This design comes from an exercise in tuning for small area, a short achievable clock period and few clock cycles on the open sky130 flow, not from production work.
The RTL was checked by simulation tests, not by an equivalence proof against the original design.
No activity file was given, so power comes from the tool's default toggle rates.

Setup of run A:
// crc_frame_codec
module crc_frame_codec (
    input  wire        clk,
    input  wire        rst,
    input  wire        cmd_valid,
    output wire        cmd_ready,
    input  wire [3:0]  cmd_op,
    input  wire [7:0]  cmd_reg,
    input  wire [7:0]  cmd_byte,
    input  wire [8:0]  cmd_len,
    input  wire        buf_we,
    input  wire [7:0]  buf_addr,
    input  wire [7:0]  buf_wdata,
    input  wire [7:0]  rd_addr,
    output reg  [7:0]  rd_data,
    output reg         done,
    output reg  [2:0]  err,
    output reg  [15:0] rval,
    output reg         fault,
    output reg         tx_valid,
    output reg  [7:0]  tx_data,
    input  wire        tx_ready,
    input  wire        tx_fail,
    input  wire        rx_valid,
    input  wire [7:0]  rx_data,
    output reg         rx_ready,
    input  wire        rx_fail,
    input  wire        expire
);
==> flow/config.mk <==
export PLATFORM = sky130hd
export DESIGN_NAME = crc_frame_codec
export DESIGN_NICKNAME = crc_frame_codec
export VERILOG_FILES = /design/flow/design.v
export SDC_FILE = /design/flow/constraint.sdc
export NUM_CORES = 4
export LEC_CHECK = 0
export CAP_MARGIN = 20
export CORE_MARGIN = 2
export CORE_UTILIZATION = 50
export CTS_CLUSTER_DIAMETER = 80
export CTS_CLUSTER_SIZE = 30
export SETUP_SLACK_MARGIN = 5
export SLEW_MARGIN = 20
export SYNTH_HIERARCHICAL = 1
==> flow/constraint.sdc <==
create_clock -name core_clock -period 10.0 [get_ports {clk}]
set_input_delay 2.0000 -clock core_clock [delete_from_list [all_inputs] [get_ports {clk}]]
set_output_delay 2.0000 -clock core_clock [all_outputs]
set_load 0.01 [all_outputs]
standard.sh (not shown) runs the stock make flow with config.mk's settings and CLKGATE_MAP_FILE= SYNTH_SCRIPT=/design/flow/synth_recipe.tcl, a recipe that flattens the netlist after the stock synthesis.
==> flow/flow/run.sh <==
#!/bin/bash
set -uo pipefail
bash standard.sh SETUP_SLACK_MARGIN=6.3 \
  "BUFFER_PORTS_ARGS=-buffer_cell sky130_fd_sc_hd__buf_4" \
  finish > standard_flow.log 2>&1
rc=$?
echo "standard.sh exit $rc"
exit $rc
Run A | status: complete | timing, DRC, antenna: pass
Testbench counts of run A, summed over its fixed seeds: cycles 81,727.
> inputs changed (run A -> run B)
==> flow/flow/run.sh <==
#!/bin/bash
set -uo pipefail
bash standard.sh SETUP_SLACK_MARGIN=6.5 \
  "BUFFER_PORTS_ARGS=-buffer_cell sky130_fd_sc_hd__buf_4" \
  finish > standard_flow.log 2>&1
rc=$?
echo "standard.sh exit $rc"
exit $rc
Notes after the runs:
Run B reached the end of the flow, and the finished layout is clean on the timing, DRC and antenna checks. On worst setup slack before clock tree synthesis, the lower figure sits with run B, not run A. Compared to run A, the routing of run B uses more wire. Relative to run A, the switching power of the nets of run B is higher by 290 uW. Between run A and run B, the difference in worst hold slack is negligible. In the flow results for run A and run B, the number of antenna violations at the first check in global routing is smaller on run B. [run B vs run A] non-clock buffer count in the final layout: higher in run B. Looking at register share of the cell area, run B sits below run A.
Setup changes, run B to run C
Settings: changing SLEW_MARGIN from 20 to 60.
[summary]
- Setup WNS run B -> run C: better
- Compared to run B, the routing of run C uses less wire.
- Ratio of cells with drive above 1 in the final layout is higher on run C

## alpha
crc_frame_codec, a different RTL version from the one above (not shown whole).
For scale: about 8200 cells after synthesis, ~4200 flip-flops.
Settings: LEC_CHECK=0, CAP_MARGIN=20, CORE_MARGIN=2, CORE_UTILIZATION=50, CTS_CLUSTER_DIAMETER=80, CTS_CLUSTER_SIZE=30, SETUP_SLACK_MARGIN=5, SLEW_MARGIN=60, SYNTH_HIERARCHICAL=1; clock period 10.0 ns.
==> flow/flow/run.sh <==
#!/bin/bash
set -uo pipefail
bash standard.sh SETUP_SLACK_MARGIN=6.5 \
  "BUFFER_PORTS_ARGS=-buffer_cell sky130_fd_sc_hd__buf_4" \
  finish > standard_flow.log 2>&1
rc=$?
echo "standard.sh exit $rc"
exit $rc
Testbench counts of alpha, summed over its fixed seeds: cycles 81,727.
Input changes introduced in beta (baseline for comparison: alpha):
- SLEW_MARGIN: 60 -> 20
Results
- The pin count of the biggest net entering global routing of beta exceeds that of alpha by 96.
- Looking at beta and alpha, the share of cell area taken by multi-input logic gates is a wash.
- beta vs alpha: worst setup slack down
- In the reports for beta and alpha, the smaller via count of the first global-routing pass belongs to beta.
- Relative to alpha, the final cell area reported for beta is lower.
- beta finished every stage and its layout cleared the timing, DRC and antenna checks.
- [beta vs alpha] total wire length: higher in beta

static timing again, ports no longer ideal:
The flow's constraints put no driver on any port. The routed layouts listed below were extracted and timed again, unchanged, in two steps.
Step 1, drivers: a clkbuf_16 drives clk and a buf_2 each remaining input, both assumed.
Step 2 times the ports against the registers' clock, not the clock port: input delays grow and output delays shrink by t, the midpoint of the rising clock arrivals with the driver on.
Three values: ideal, step 1, step 2; two values: the first two.
run	t (ns)	setup WS [ns]	worst register clock-pin slew, ns	worst data-port slew with drivers (ns)
run A	0.992	5.954 / 5.993 / 5.001	0.12 / 0.12	0.12
run B	1.010	6.237 / 6.226 / 5.216	0.12 / 0.12	0.20
run C	1.003	6.267 / 6.250 / 5.273	0.12 / 0.12	0.21
alpha	1.012	6.347 / 6.379 / 5.367	0.12 / 0.12	0.18
beta	1.000	6.289 / 6.323 / 5.323	0.12 / 0.12	0.20
After both steps setup and hold are still met in every run listed. The setup slack of run B, which loses most, moves by -0.011 ns with the drivers and by -1.021 ns with both steps.
